From an optimization exercise on the open Yosys and OpenROAD flow, aimed at small area, a short achievable clock period and few clock cycles per item; shortcuts taken in it are not production practice. The RTL was checked by simulation tests, not by an equivalence proof against the original design. Power figures rest on the tool's default switching activity, not on a simulated workload.

--- flow/config.mk ---
export PLATFORM = sky130hd
export DESIGN_NAME = zemu_bus
export DESIGN_NICKNAME = zemu_bus
export VERILOG_FILES = /design/flow/design.v
export SDC_FILE = /design/flow/constraint.sdc
export NUM_CORES = 4
export LEC_CHECK = 0
export CAP_MARGIN = 20
export CORE_MARGIN = 2
export CORE_UTILIZATION = 30
export SLEW_MARGIN = 20
--- flow/constraint.sdc ---
create_clock -name core_clock -period 8.0 [get_ports {clk}]
set_input_delay 1.6000 -clock core_clock [delete_from_list [all_inputs] [get_ports {clk}]]
set_output_delay 1.6000 -clock core_clock [all_outputs]
set_load 0.01 [all_outputs]
--- flow/design.v ---
module zemu_rom (
    input  wire [5:0] addr,
    output reg  [7:0] data
);
    always @(*) begin
        case (addr)
            6'd0: data = 8'hA5;
            6'd1: data = 8'h4D;
            6'd2: data = 8'hCA;
            6'd3: data = 8'h18;
            6'd4: data = 8'h25;
            6'd5: data = 8'h30;
            6'd6: data = 8'hBB;
            6'd7: data = 8'h1D;
            6'd8: data = 8'h6D;
            6'd9: data = 8'h13;
            6'd10: data = 8'h2C;
            6'd11: data = 8'hDE;
            6'd12: data = 8'hD6;
            6'd13: data = 8'h23;
            6'd14: data = 8'h7B;
            6'd15: data = 8'h2E;
            6'd16: data = 8'hD9;
            6'd17: data = 8'h1E;
            6'd18: data = 8'h3F;
            6'd19: data = 8'h72;
            6'd20: data = 8'h1F;
            6'd21: data = 8'hCB;
            6'd22: data = 8'h19;
            6'd23: data = 8'h71;
            6'd24: data = 8'h17;
            6'd25: data = 8'h44;
            6'd26: data = 8'h94;
            6'd27: data = 8'hD6;
            6'd28: data = 8'h49;
            6'd29: data = 8'h3C;
            6'd30: data = 8'h9D;
            6'd31: data = 8'h5C;
            6'd32: data = 8'h34;
            6'd33: data = 8'h60;
            6'd34: data = 8'hBE;
            6'd35: data = 8'h31;
            6'd36: data = 8'h20;
            6'd37: data = 8'h1E;
            6'd38: data = 8'h69;
            6'd39: data = 8'hFE;
            6'd40: data = 8'hDA;
            6'd41: data = 8'hA0;
            6'd42: data = 8'hEE;
            6'd43: data = 8'hE8;
            6'd44: data = 8'hB9;
            6'd45: data = 8'h99;
            6'd46: data = 8'h7F;
            6'd47: data = 8'h5C;
            6'd48: data = 8'h7C;
            6'd49: data = 8'h29;
            6'd50: data = 8'h99;
            6'd51: data = 8'hFD;
            6'd52: data = 8'hAF;
            6'd53: data = 8'hE5;
            6'd54: data = 8'h93;
            6'd55: data = 8'h25;
            6'd56: data = 8'h3C;
            6'd57: data = 8'hD6;
            6'd58: data = 8'h54;
            6'd59: data = 8'hAF;
            6'd60: data = 8'h4D;
            6'd61: data = 8'hFA;
            6'd62: data = 8'hD7;
            6'd63: data = 8'h14;
            default: data = 8'h00;
        endcase
    end
endmodule
module zemu_ring (
    input  wire       clk,
    input  wire       rst,
    input  wire       push,
    input  wire [7:0] push_data,
    input  wire       pop,
    output wire [7:0] head,
    output wire       empty
);
    reg [127:0] mem;
    reg [3:0]   wr;
    reg [3:0]   rd;
    reg         full;
    wire [3:0] wr_next = wr + 1'b1;
    wire [3:0] rd_next = rd + 1'b1;
    assign empty = (wr == rd) && !full;
    assign head  = mem[rd*8 +: 8];
    genvar g;
    generate
        for (g = 0; g < 16; g = g + 1) begin : row
            always @(posedge clk)
                if (push && wr == g)
                    mem[g*8 +: 8] <= push_data;
        end
    endgenerate
    always @(posedge clk) begin
        if (rst) begin
            wr   <= 4'd0;
            rd   <= 4'd0;
            full <= 1'b0;
        end else if (push) begin
            wr <= wr_next;
            if (full)
                rd <= rd_next;
            else
                full <= (wr_next == rd);
        end else if (pop && !empty) begin
            rd   <= rd_next;
            full <= 1'b0;
        end
    end
endmodule
module zemu_serial (
    input  wire       clk,
    input  wire       rst,
    input  wire       cpu_rd_in,      
    input  wire       cpu_wr_out,     
    input  wire [7:0] wdata,
    output wire [7:0] in_data,        
    output wire       td_ready,       
    input  wire       host_put,
    input  wire       host_get,
    output wire [7:0] get_data,       
    output wire       get_empty
);
    wire [7:0] td_head;
    wire       td_empty;
    wire [7:0] fd_head;
    wire       fd_empty;
    zemu_ring u_to_device (
        .clk(clk), .rst(rst),
        .push(host_put), .push_data(wdata),
        .pop(cpu_rd_in),
        .head(td_head), .empty(td_empty)
    );
    zemu_ring u_from_device (
        .clk(clk), .rst(rst),
        .push(cpu_wr_out), .push_data(wdata),
        .pop(host_get),
        .head(fd_head), .empty(fd_empty)
    );
    assign in_data   = td_empty ? 8'h00 : td_head;
    assign td_ready  = !td_empty;
    assign get_data  = fd_empty ? 8'h00 : fd_head;
    assign get_empty = fd_empty;
endmodule
module zemu_timer (
    input  wire       clk,
    input  wire       rst,
    input  wire       wr_count,
    input  wire       wr_control,
    input  wire       batch,         
    input  wire [7:0] wdata,
    output wire       batch_nmi      
);
    reg [7:0] count;
    reg       running;
    wire [8:0] diff = {1'b0, count} - {1'b0, wdata};
    assign batch_nmi = running && diff[8];
    always @(posedge clk) begin
        if (rst) begin
            count   <= 8'd0;
            running <= 1'b0;
        end else begin
            if (wr_count)
                count <= wdata;
            if (wr_control)
                running <= (wdata != 8'd0);
            if (batch && running)
                count <= diff[8] ? 8'd0 : diff[7:0];
        end
    end
endmodule
module zemu_blockdrive (
    input  wire       clk,
    input  wire       rst,
    input  wire       rd_data,       
    input  wire       wr_data,       
    input  wire       wr_lba0,       
    input  wire       wr_lba1,       
    input  wire       wr_lba2,       
    input  wire       wr_lba3,       
    input  wire       wr_cmd,        
    input  wire [7:0] wdata,
    output wire [7:0] data_out,      
    output wire       busy,          
    output wire       fault,         
    input  wire       use_state,
    input  wire       host_wr,
    input  wire [7:0] host_sector,
    input  wire [7:0] host_offset,
    output wire [7:0] host_rdata,
    output wire       host_range_err
);
    reg         z0, z1, z2, z3;      
    reg  [1:0]  sec;                 
    reg         act;                 
    reg         wmode;               
    reg  [3:0]  off;
    reg  [1:0]  rsec;                
    reg  [15:0] saved;               
    reg  [127:0] sbuf;
    reg  [511:0] store;
    wire lba_ok      = z0 && z1 && z2 && z3;
    wire read_phase  = act && !wmode;
    wire write_phase = act && wmode;
    wire last_byte   = (off == 4'd15);
    wire rd_fault  = rd_data && !read_phase;
    wire wr_fault  = wr_data && (!write_phase || (last_byte && !lba_ok));
    wire cmd_read  = wr_cmd && (wdata == 8'h20);
    wire cmd_write = wr_cmd && (wdata == 8'h30);
    assign fault   = rd_fault || wr_fault || (cmd_read && !lba_ok);
    assign busy    = act;
    wire host_ok = (host_sector[7:2] == 6'd0) && (host_offset[7:4] == 4'd0);
    assign host_range_err = !host_ok;
    wire [5:0] haddr = {host_sector[1:0], host_offset[3:0]};
    wire [5:0] raddr = use_state ? {rsec, off} : haddr;
    wire [63:0] store_sel = 64'd1 << raddr;
    reg  [7:0]  store_q;
    integer i;
    always @(*) begin
        store_q = 8'h00;
        for (i = 0; i < 64; i = i + 1)
            store_q = store_q | (store[i*8 +: 8] & {8{store_sel[i]}});
    end
    wire [7:0] sbuf_q  = sbuf[off*8 +: 8];
    assign host_rdata = host_ok ? store_q : 8'h00;
    assign data_out   = saved[off] ? sbuf_q : store_q;
    wire host_we = host_wr && host_ok;
    wire data_we = wr_data && !wr_fault;
    wire flush   = data_we && last_byte;
    wire cow     = host_we && read_phase && (host_sector[1:0] == rsec) &&
                   !saved[host_offset[3:0]];
    wire [7:0] sbuf_d = cow ? store_q : wdata;
    genvar g;
    generate
        for (g = 0; g < 16; g = g + 1) begin : brow
            always @(posedge clk)
                if ((data_we && off == g) || (cow && host_offset[3:0] == g))
                    sbuf[g*8 +: 8] <= sbuf_d;
        end
        for (g = 0; g < 64; g = g + 1) begin : srow
            wire we = (host_we && haddr == g) || (flush && sec == g / 16);
            wire [7:0] d = (flush && (g % 16) != 15) ? sbuf[(g%16)*8 +: 8] : wdata;
            always @(posedge clk)
                if (rst || we)
                    store[g*8 +: 8] <= rst ? 8'h00 : d;
        end
    endgenerate
    always @(posedge clk) begin
        if (cmd_read && lba_ok) begin
            wmode <= 1'b0;
            off   <= 4'd0;
            rsec  <= sec;
            saved <= 16'd0;
        end else begin
            if (cmd_write) begin
                wmode <= 1'b1;
                off   <= 4'd0;
            end
            if ((rd_data && read_phase) || data_we)
                off <= off + 1'b1;
            if (cow)
                saved[host_offset[3:0]] <= 1'b1;
        end
    end
    always @(posedge clk) begin
        if (rst) begin
            z0  <= 1'b1;
            z1  <= 1'b1;
            z2  <= 1'b1;
            z3  <= 1'b1;
            sec <= 2'd0;
            act <= 1'b0;
        end else begin
            if (wr_lba0) begin
                z0  <= (wdata[7:2] == 6'd0);
                sec <= wdata[1:0];
            end
            if (wr_lba1) z1 <= (wdata == 8'd0);
            if (wr_lba2) z2 <= (wdata == 8'd0);
            if (wr_lba3) z3 <= (wdata[4:0] == 5'd0);
            if ((cmd_read && lba_ok) || cmd_write)
                act <= 1'b1;
            else if (((rd_data && read_phase) || data_we) && last_byte)
                act <= 1'b0;
        end
    end
endmodule
module zemu_bus (
    input  wire        clk,
    input  wire        rst,
    input  wire        req_valid,
    output wire        req_ready,
    input  wire [3:0]  req_op,
    input  wire [15:0] req_addr,
    input  wire [7:0]  req_data,
    output reg         resp_valid,
    output reg  [7:0]  resp_data,
    output reg         resp_err
);
    localparam OP_MEM_RD   = 4'd0;
    localparam OP_MEM_WR   = 4'd1;
    localparam OP_IO_RD    = 4'd2;
    localparam OP_IO_WR    = 4'd3;
    localparam OP_CLOCK    = 4'd4;
    localparam OP_SER_PUT  = 4'd5;
    localparam OP_SER_GET  = 4'd6;
    localparam OP_BD_RBYTE = 4'd7;
    localparam OP_BD_WBYTE = 4'd8;
    localparam PORT_SER_IN    = 8'h00;
    localparam PORT_SER_OUT   = 8'h01;
    localparam PORT_SER_READY = 8'h02;
    localparam PORT_TMR_COUNT = 8'h10;
    localparam PORT_TMR_CTRL  = 8'h11;
    localparam PORT_BD_BASE   = 8'h18;
    assign req_ready = 1'b1;
    wire accept = req_valid;
    wire [7:0] port  = req_addr[7:0];
    wire       io_ok = (req_addr[15:8] == 8'h00);
    wire is_mem_wr = accept && req_op == OP_MEM_WR;
    wire is_io_rd  = accept && req_op == OP_IO_RD && io_ok;
    wire is_io_wr  = accept && req_op == OP_IO_WR && io_ok;
    wire is_clock  = accept && req_op == OP_CLOCK;
    wire is_put    = accept && req_op == OP_SER_PUT;
    wire is_get    = accept && req_op == OP_SER_GET;
    wire is_wbyte  = accept && req_op == OP_BD_WBYTE;
    wire rom_hit = (req_addr[15:6] == 10'h000);
    wire ram_hit = (req_addr[15:7] == 9'h100);
    wire [7:0] rom_data;
    zemu_rom u_rom (.addr(req_addr[5:0]), .data(rom_data));
    reg  [1023:0] ram;
    wire [7:0] ram_wd = rst ? 8'h00 : req_data;
    wire       ram_we = is_mem_wr && ram_hit;
    genvar g;
    generate
        for (g = 0; g < 128; g = g + 1) begin : rrow
            always @(posedge clk)
                if (rst || (ram_we && req_addr[6:0] == g))
                    ram[g*8 +: 8] <= ram_wd;
        end
    endgenerate
    wire [127:0] ram_sel = 128'd1 << req_addr[6:0];
    reg  [7:0]   ram_q;
    integer i;
    always @(*) begin
        ram_q = 8'h00;
        for (i = 0; i < 128; i = i + 1)
            ram_q = ram_q | (ram[i*8 +: 8] & {8{ram_sel[i]}});
    end
    wire [7:0] mem_rdata = rom_hit ? rom_data :
                           ram_hit ? ram_q : 8'h00;
    wire [7:0] ser_in_data, ser_get_data;
    wire       ser_ready, ser_get_empty;
    zemu_serial u_serial (
        .clk(clk), .rst(rst),
        .cpu_rd_in (is_io_rd && port == PORT_SER_IN),
        .cpu_wr_out(is_io_wr && port == PORT_SER_OUT),
        .wdata     (req_data),
        .in_data   (ser_in_data),
        .td_ready  (ser_ready),
        .host_put  (is_put),
        .host_get  (is_get),
        .get_data  (ser_get_data),
        .get_empty (ser_get_empty)
    );
    wire tmr_nmi;
    zemu_timer u_timer (
        .clk(clk), .rst(rst),
        .wr_count  (is_io_wr && port == PORT_TMR_COUNT),
        .wr_control(is_io_wr && port == PORT_TMR_CTRL),
        .batch     (is_clock),
        .wdata     (req_data),
        .batch_nmi (tmr_nmi)
    );
    wire [7:0] bd_data, bd_host_rdata;
    wire       bd_busy, bd_fault, bd_range_err;
    zemu_blockdrive u_bd (
        .clk(clk), .rst(rst),
        .rd_data (is_io_rd && port == PORT_BD_BASE + 8'd0),
        .wr_data (is_io_wr && port == PORT_BD_BASE + 8'd0),
        .wr_lba0 (is_io_wr && port == PORT_BD_BASE + 8'd3),
        .wr_lba1 (is_io_wr && port == PORT_BD_BASE + 8'd4),
        .wr_lba2 (is_io_wr && port == PORT_BD_BASE + 8'd5),
        .wr_lba3 (is_io_wr && port == PORT_BD_BASE + 8'd6),
        .wr_cmd  (is_io_wr && port == PORT_BD_BASE + 8'd7),
        .wdata   (req_data),
        .data_out(bd_data),
        .busy    (bd_busy),
        .fault   (bd_fault),
        .use_state(req_op[1] && !req_op[2]),
        .host_wr (is_wbyte),
        .host_sector(req_addr[15:8]),
        .host_offset(req_addr[7:0]),
        .host_rdata (bd_host_rdata),
        .host_range_err(bd_range_err)
    );
    reg [7:0] io_rdata;
    always @(*) begin
        case (port)
            PORT_SER_IN:             io_rdata = ser_in_data;
            PORT_SER_READY:          io_rdata = {7'd0, ser_ready};
            PORT_BD_BASE + 8'd0:     io_rdata = bd_data;
            PORT_BD_BASE + 8'd7:     io_rdata = bd_busy ? 8'h08 : 8'h40;
            default:                 io_rdata = 8'h00;
        endcase
    end
    reg [7:0] rdata;
    reg       rerr;
    always @(*) begin
        rdata = 8'h00;
        rerr  = 1'b0;
        case (req_op)
            OP_MEM_RD: rdata = mem_rdata;
            OP_MEM_WR: ;
            OP_IO_RD: begin
                if (!io_ok) rerr = 1'b1;
                else begin
                    rdata = bd_fault ? 8'h00 : io_rdata;
                    rerr  = bd_fault;
                end
            end
            OP_IO_WR:   rerr = !io_ok || bd_fault;
            OP_CLOCK:   rdata = {7'b0, tmr_nmi};
            OP_SER_PUT: ;
            OP_SER_GET: begin
                rdata = ser_get_data;
                rerr  = ser_get_empty;
            end
            OP_BD_RBYTE: begin
                rdata = bd_host_rdata;
                rerr  = bd_range_err;
            end
            OP_BD_WBYTE: rerr = bd_range_err;
            default:     rerr = 1'b1;
        endcase
    end
    always @(posedge clk) begin
        resp_valid <= accept && !rst;
        resp_data  <= rdata;
        resp_err   <= rerr;
    end
endmodule
--- flow/run.sh ---
#!/bin/bash
# synth_recipe.tcl (not shown) runs the flow's synth.tcl, then flattens the netlist and writes it again
# the make line also repeats each setting of config.mk as NAME=value (left out here)
make -C /OpenROAD-flow-scripts/flow DESIGN_CONFIG=/design/flow/config.mk WORK_HOME=/design/flow/orfs CLKGATE_MAP_FILE= SYNTH_SCRIPT=/design/flow/synth_recipe.tcl finish
==> run_results.csv, run 1 <==
group,metric,value,unit
drt,avgRoutedWirePerCell,43.7,um
global_route,grt_max_degree,133,
finish,multi_input_area,19800,um2
clock_network,tritoncts,"done",
floorplanning,start_util,30.1,%
pwr,vdd_drop_max,222,uV
critical_path,cp_max_fo,22,
place,placed_area,86700,um2
place,gp_congestion,1.07,
clock_network,clock-root-buffer,"clkbuf_16",
critical_path,crit_buf_inv,4,
yosys,synth-edff-count,1922,
critical_path,end_kind,"flop",
critical_path,start_kind,"input port",
sta,finClkSkew,0.0639,ns
yosys,ys_seq_area_share,74.0,%
floorplanning,fp-row-count,189,
critical_path,cp_slowest_cell,"nor3_1",
sta,clock.fmax,143,MHz
global_route,gr-total-overflow,0,
finish,final_layout_size_suffix_gt1_share,17.2,%
floorplanning,core,265000,um2
global_route,grt_usage,28.4,%
sta,rsz0062_at_grt,"false",
drt,ant_nets,0,
floorplanning,die_area,270000,um2
finish,post-route-cell-area,93600,um2
sta,period_needed,7.01,ns
yosys,syn_area,79700,um2
drt,drt-vias-per-instance,6.23,
finish,fillCellCount,25000,
sta,relSlewSlack,11.2,%
critical_path,worstPathRequired,8.73,ns
clock_network,cts.reportedPaths.clkPinSlew,0.07,ns
global_route,grt_pass1_vias,51100,
critical_path,worst-setup-path-type,"input port to flop",
sta,slew_viol_final,0,
clock_network,htree_levels,4,
pwr,powerDensity,253,nW/um2
finish,nNetsFinal,5332,
clock_network,post_cts_buffers,0,
critical_path,crit_chain,"buf_2 > inv_1 > ha_1 > buf_4 > nand2_1 > nor2_2 > a32oi_1 > nand4_1 > nor3_1 > nand4_1 > nor3_1 > buf_4 > o221ai_1",
finish,area_delta_synth_final,17.4,%
yosys,syn_inst,4945,
hold_path,hp-class,"flop to flop",
place,numPortBuffers,40,
place,hpwl,279000,um
global_route,grt_pass1_wl,509000,um
drt,vias,56100,
clock_network,clk_latency,0.92,ns
critical_path,path_delay_family,"simple AND/OR/NAND/NOR gates",
sta,timing.final.crit_share,87.6,%
clock_network,cts.repair.resized,0,
drt,wl,394000,um
yosys,syn-num-nets,5011,
status,outcome,"no timing/DRC/antenna violations",
yosys,synthDistinctLibCells,87,
yosys,synth-seq-cells,1987,
floorplanning,dieWidth,519,um
drt,drcViolationCount,0,
yosys,ys_warn_count,5,
yosys,synth_flop_cell,"edfxtp_1",
sta,finalHoldViolations,0,
run,cap_viol_max_count,0,
yosys,async_reset_ff_share,0,%
clock_network,holdBufCountCts,0,
drt,dr.pass1.iters,7,
floorplanning,num_io_pins,42,
finish,regArea,59000,um2
pwr,p_leak,30.9,nW
clock_network,cts.sinks,1987,
critical_path,cpPeakStageDelay,1.00,ns
sta,fin_tns_setup,0,ns
sta,setup_viol,0,
clock_network,cts_buffers,210,
floorplanning,die_h,519,um
drt,drt_iter0_drc,10800,
clock_network,clockBufferDepth,3,
global_route,antenna_found_initial,50,
yosys,avgSynthCellArea,16.1,um2
critical_path,cp.arrival,7.74,ns
sta,tightest_slew,1.33,ns
==> sequential cells by signal, summed over array words and instances, names as in the netlist, 4 cells and up <==
signal / cells
u_bd.saved: 16
u_serial.u_to_device.rd: 4
u_serial.u_from_device.rd: 4
u_bd.store: 512
u_bd.off: 4
u_timer.count: 8
u_bd.sbuf: 128
ram: 1024
u_serial.u_to_device.mem: 128
resp_data: 8
u_serial.u_to_device.wr: 4
u_serial.u_from_device.mem: 128
u_serial.u_from_device.wr: 4
==> cell families (layout without fill, tap and decap cells) <==
logic type,count (synthesis),after routing,synth area share (%)
buffers and inverters,332,829,1.64
AND/OR/NAND/NOR,1120,1120,7.39
adder cells (fa/ha/maj),35,35,0.559
multiplexers,186,186,4.39
other,1,32,0.00470
flip-flops,1987,1987,74.0
XOR/XNOR,31,31,0.341
AO/OA/AOI/OAI,1253,1253,11.6
==> cells in the final DEF, fill, tap and decap left out, types with 39 or more instances in the layout <==
master / Yosys / final
mux4_2: 127 / 127
nand2_1: 174 / 174
nor3_1: 61 / 57
inv_1: 44 / 44
dfxtp_1: 65 / 60
a22o_1: 81 / 81
a221oi_1: 51 / 51
o21ai_0: 112 / 101
a21o_1: 130 / 128
clkinv_2: 0 / 39
nand3_1: 75 / 75
edfxtp_1: 1922 / 1922
a21oi_1: 71 / 67
clkbuf_16: 0 / 213
o21a_1: 126 / 126
nand4_1: 235 / 235
buf_4: 4 / 332
nor2_1: 301 / 255
and3_1: 73 / 73
clkinv_1: 1 / 40
a22oi_1: 469 / 469
==> path summary, 6_finish.rpt <==
path / slack, ns / to / depth (start not counted) / from
worst max-delay path: 0.99 / resp_data[3] / 13 / req_addr[2]
worst min-delay path: 0.48 / u_bd.z0 / 1 / u_bd.z0
worst min register to register: 0.48 / u_bd.z0 / 1 / u_bd.z0
worst max register to register: 2.74 / u_bd.sbuf[13] / 10 / u_bd.off[1]
==> through the flow <==
| step | cells | utilization, % | total power, W | hold WS (ns) | setup WS (ns) |
|---|---|---|---|---|---|
| 6_report | 9006 | 35.4 | 0.0237 | 0.478 | 0.992 |
| 3_5_place_dp | 8585 | 32.8 | 0.0140 | 0.463 | 0.660 |
| 3_3_place_gp | 8576 | 32.7 | 0.0140 | 0.456 | 0.487 |
| 5_1_grt | 8982 | 35.4 | 0.0241 | 0.492 | 1.61 |
| 4_1_cts | 8973 | 35.3 | 0.0236 | 0.477 | 1.58 |
| 2_1_floorplan | 4945 | - | 0.0130 | 0.436 | 1.91 |
==> layout make-up <==
cell class / instances / area share, %
clock inverters: 133 / 1.36
repair buffers: 396 / 3.53
multi-input cells: 2626 / 21.2
well taps: 3533 / 4.72
clock buffers: 255 / 5.91
inverters: 45 / 0.180
diodes: 31 / 0.0829
flip-flops and latches: 1987 / 63.1
==> power breakdown <==
group          switching (W)  internal, W  total, W
Clock                0.00438      0.00546   0.00984
Combinational        0.00119     0.000279   0.00147
Sequential          0.000252       0.0121    0.0124
==> cell usage after synthesis (27+ instances only) <==
library cell,n,share of area [%]
and3_1,73,0.57
dfxtp_1,65,1.6
nor4_1,41,0.32
edfxtp_1,1922,72
a221oi_1,51,0.56
a21o_1,130,1.2
ha_1,34,0.53
inv_1,44,0.21
a22o_1,81,0.89
clkbuf_1,222,1.0
nand4_1,235,1.8
o21ai_0,112,0.70
a22oi_1,469,4.4
a32oi_1,27,0.30
nand2b_1,30,0.24
mux4_2,127,3.6
o22ai_1,29,0.23
o21a_1,126,1.2
nor2_1,301,1.4
nand2_1,174,0.82
mux2i_1,34,0.43
nor3_1,61,0.38
buf_1,42,0.20
a21oi_1,71,0.45
nand3_1,75,0.47
==> per-layer routing <==
metal,GRT usage [%],wire [um],up-vias
met5,0,142,-
met4,17.8,30400,22
met3,8.14,47400,1034
met2,41.3,167000,4723
met1,37.1,149000,29200
li1,-,-,21100
==> worst reg2reg max path, stage by stage (launching register included) <==
cell       delay, ns
dfxtp_2         0.31
buf_4           0.60
or4bb_1         0.36
o31ai_4         0.27
buf_12          0.28
a22oi_1         0.65
o22ai_1         0.27
a2111oi_0       0.81
nand4_1         0.14
or4_1           0.76
mux2_2          0.48
Testbench counts, summed over its fixed seeds: cycles 48,008, items 48,000.
==> run 2, diff against run 1 <==
--- a/flow/config.mk
+++ b/flow/config.mk
@@ -5,7 +5,9 @@
 export SDC_FILE = /design/flow/constraint.sdc
 export NUM_CORES = 4
 export LEC_CHECK = 0
+export ABC_CLOCK_PERIOD_IN_PS = 3000
 export CAP_MARGIN = 20
 export CORE_MARGIN = 2
-export CORE_UTILIZATION = 30
+export CORE_UTILIZATION = 50
+export SETUP_SLACK_MARGIN = 4.5
 export SLEW_MARGIN = 20
==> run 2 against run 1 <==
Still clean on timing, DRC and antenna. Synthesized cell count unchanged. Fmax up 55%. Area after synthesis unchanged. Clock skew down 0.020 ns. Core utilization up 28 points. First-iteration DRC count up 21%. Setup slack better by 2.5 ns. Critical path depth unchanged. Via count up 7.9%. Routed wire length up 3.4%. Sequential cell count unchanged. Largest power group unchanged.
==> run_results.csv, run 2 <==
group,metric,value,unit
status,outcome,"no timing/DRC/antenna violations",
sta,slew_viol_final,0,
sta,relSlewSlack,10.6,%
hold_path,hp-class,"flop to flop",
yosys,synth-edff-count,1922,
sta,tightest_slew,1.34,ns
yosys,synth_most_common_cell,"edfxtp_1",
finish,reg_top3,"ram: 1024 flops, u_bd.store: 512 flops",
finish,nNetsFinal,5549,
yosys,syn_inst,4945,
sta,timing.final.crit_share,56.3,%
clock_network,clockBufferDepth,3,
floorplanning,start_util,50.3,%
drt,wl_met2,154000,um
clock_network,clk_latency,0.90,ns
place,numPortBuffers,40,
drt,vias,60500,
critical_path,cp_slowest_cell,"nand4_1",
global_route,gr-total-overflow,0,
critical_path,path_delay_family,"simple AND/OR/NAND/NOR gates",
pwr,p_leak,33.4,nW
clock_network,cts_buffers,203,
pwr,powerDensity,242,nW/um2
sta,finalHoldViolations,0,
global_route,grt_pass1_wl,518000,um
finish,mostFrequentLayoutCells,"edfxtp_1 (1,922), a22oi_1 (393), buf_4 (369)",
critical_path,crit_chain,"buf_6 > buf_8 > nand4bb_4 > nor2_1 > buf_4 > a22oi_2 > buf_6 > nand4_1 > nor4_4 > buf_4 > nand4_1 > o21bai_4 > o211ai_1",
yosys,synthDistinctLibCells,87,
finish,final_layout_size_suffix_gt1_share,31.9,%
finish,largest-register,"ram",
finish,multi_input_area,24900,um2
drt,drcViolationCount,0,
drt,drt-vias-per-instance,7.79,
floorplanning,fp-row-count,146,
floorplanning,dieWidth,403,um
drt,ant_nets,0,
critical_path,start_kind,"input port",
drt,avgRoutedWirePerCell,52.5,um
yosys,ys_warn_count,5,
yosys,netlist.area_leader.share,72.4,%
floorplanning,core,158000,um2
critical_path,worst-setup-path-type,"input port to flop",
critical_path,crit_buf_inv,5,
yosys,ys_top_cells_by_area,"edfxtp_1 (72%), a22oi_1 (4.4%), mux4_2 (3.6%), nand4_1 (1.8%), dfxtp_1 (1.6%)",
finish,fillCellCount,11300,
finish,regArea,59000,um2
place,gp_congestion,1.19,
run,cap_viol_max_count,0,
drt,wl,407000,um
critical_path,worstPathRequired,8.73,ns
yosys,synth_top_cell_by_area,"edfxtp_1",
sta,fin_tns_setup,0,ns
critical_path,cp.arrival,5.23,ns
sta,setup_viol,0,
sta,period_needed,4.51,ns
finish,largest_reg_flops,1024,
clock_network,cts.sinks,1987,
sta,finClkSkew,0.0434,ns
pwr,vdd_drop_max,261,uV
finish,final_common_cell,"edfxtp_1",
clock_network,tritoncts,"done",
floorplanning,die_area,163000,um2
yosys,avgSynthCellArea,16.1,um2
floorplanning,die_h,403,um
drt,drt_iter0_drc,13100,
floorplanning,num_io_pins,42,
clock_network,holdBufCountCts,0,
drt,routed.top_layer,"met5",
global_route,grt_pass1_vias,53700,
global_route,grt_usage,49.0,%
sta,rsz0062_at_grt,"true",
finish,area_delta_synth_final,25.3,%
clock_network,clock-root-buffer,"clkbuf_16",
clock_network,cts.reportedPaths.clkPinSlew,0.06,ns
global_route,grt_max_degree,133,
drt,dr.pass1.iters,11,
drt,wl_met3,82000,um
yosys,synthTopCellsByCount,"edfxtp_1 (1,922), a22oi_1 (469), nor2_1 (301)",
drt,met1_length,145000,um
clock_network,htree_levels,4,
yosys,syn-num-nets,5011,
critical_path,cpPeakStageDelay,0.53,ns
place,hpwl,275000,um
yosys,ys_seq_area_share,74.0,%
sta,clock.fmax,222,MHz
pwr,power.total,0.0241,W
yosys,syn_area,79700,um2
yosys,synth_flop_cell,"edfxtp_1",
global_route,antenna_found_initial,41,
critical_path,end_kind,"flop",
yosys,async_reset_ff_share,0,%
critical_path,cp_max_fo,21,
yosys,synth-seq-cells,1987,
==> run 2: cell counts after synthesis <==
No cell type changed its count.
==> run 2: layout make-up <==
cell class | instances | area share, %
clock inverter | 125 | 1.43
multi-input combinational | 2658 | 24.9
timing repair buffer | 588 | 6.35
inverter | 45 | 0.213
tap | 2072 | 2.60
sequential | 1987 | 59.1
antenna | 42 | 0.105
clock buffer | 248 | 5.29
==> run 2: kinds of logic after synthesis <==
| logic type | count (synthesis) | synth area share [%] |
|---|---|---|
| flip-flops | 1987 | 74.0 |
| AO/OA/AOI/OAI | 1253 | 11.6 |
| AND/OR/NAND/NOR | 1120 | 7.39 |
| buffers and inverters | 332 | 1.64 |
| multiplexers | 186 | 4.39 |
| adder cells (fa/ha/maj) | 35 | 0.559 |
| XOR/XNOR | 31 | 0.341 |
| other | 1 | 0.00470 |
==> run 2: layer usage <==
metal | up-vias | GRT usage [%]
met5 | - | 8.36
met4 | 52 | 21.1
met3 | 1275 | 31.6
met2 | 6524 | 62.3
met1 | 31000 | 64.5
li1 | 21600 | -
==> run 2: final timing paths <==
path | startpoint | to | slack [ns] | cells after the start
worst max register to register | u_bd.off[3] | u_bd.sbuf[54] | 3.63 | 10
worst min register to register | u_bd.z0 | u_bd.z0 | 0.48 | 1
worst max-delay path | req_addr[5] | resp_data[4] | 3.49 | 13
worst min-delay path | u_bd.z0 | u_bd.z0 | 0.48 | 1
==> run 2: report_power, final <==
group | internal (W) | switching (W) | leakage [nW]
combinational | 0.000520 | 0.00138 | 11.4
clock | 0.00550 | 0.00431 | 3.25
sequential | 0.0121 | 0.000311 | 18.8
==> run 2: timing repair <==
action / in CTS / in global routing
resized for setup: 732 / 131
endpoints found under the setup margin: 2838 / 1785
pin swaps: 146 / 68
gates cloned: 40 / 8
setup buffers: 242 / 68
==> run 2: metrics by stage <==
step | cell area [um2] | std cells | hold WS (ns) | util, % | setup WS (ns)
floorplan | 82600 | 4945 | 0.436 | - | 3.51
global placement | 85600 | 6988 | 0.454 | 54.0 | 0.174
detailed placement | 85700 | 6992 | 0.459 | 54.1 | 1.01
CTS | 98500 | 7647 | 0.473 | 62.2 | 3.84
global route | 99800 | 7735 | 0.510 | 63.0 | 3.75
finish | 99900 | 7765 | 0.476 | 63.1 | 3.49

## port drivers added, routing unchanged
The flow's constraints put no driver on any port. The routed layouts listed below were extracted and timed again, unchanged, in two steps.
Step 1, drivers: a clkbuf_16 drives clk and a buf_2 each remaining input, both assumed.
Step 2, shift: input delay + t, output delay - t, t = (earliest + latest rising clock arrival at the registers) / 2. This alone moves slack from input paths to output paths.
Slacks: ideal / step 1 / step 2; pairs: ideal / step 1.
| run | t (ns) | setup slack, ns | worst setup path after step 2 |
|---|---|---|---|
| run 1 | 0.973 | 0.992 / 1.051 / 0.078 | input to register |
| run 2 | 0.957 | 3.493 / 3.363 / 2.407 | input to register |
After both steps setup and hold are still met in every run listed. The setup slack of run 2, which loses most, moves by -0.130 ns with the drivers and by -1.086 ns with both steps.
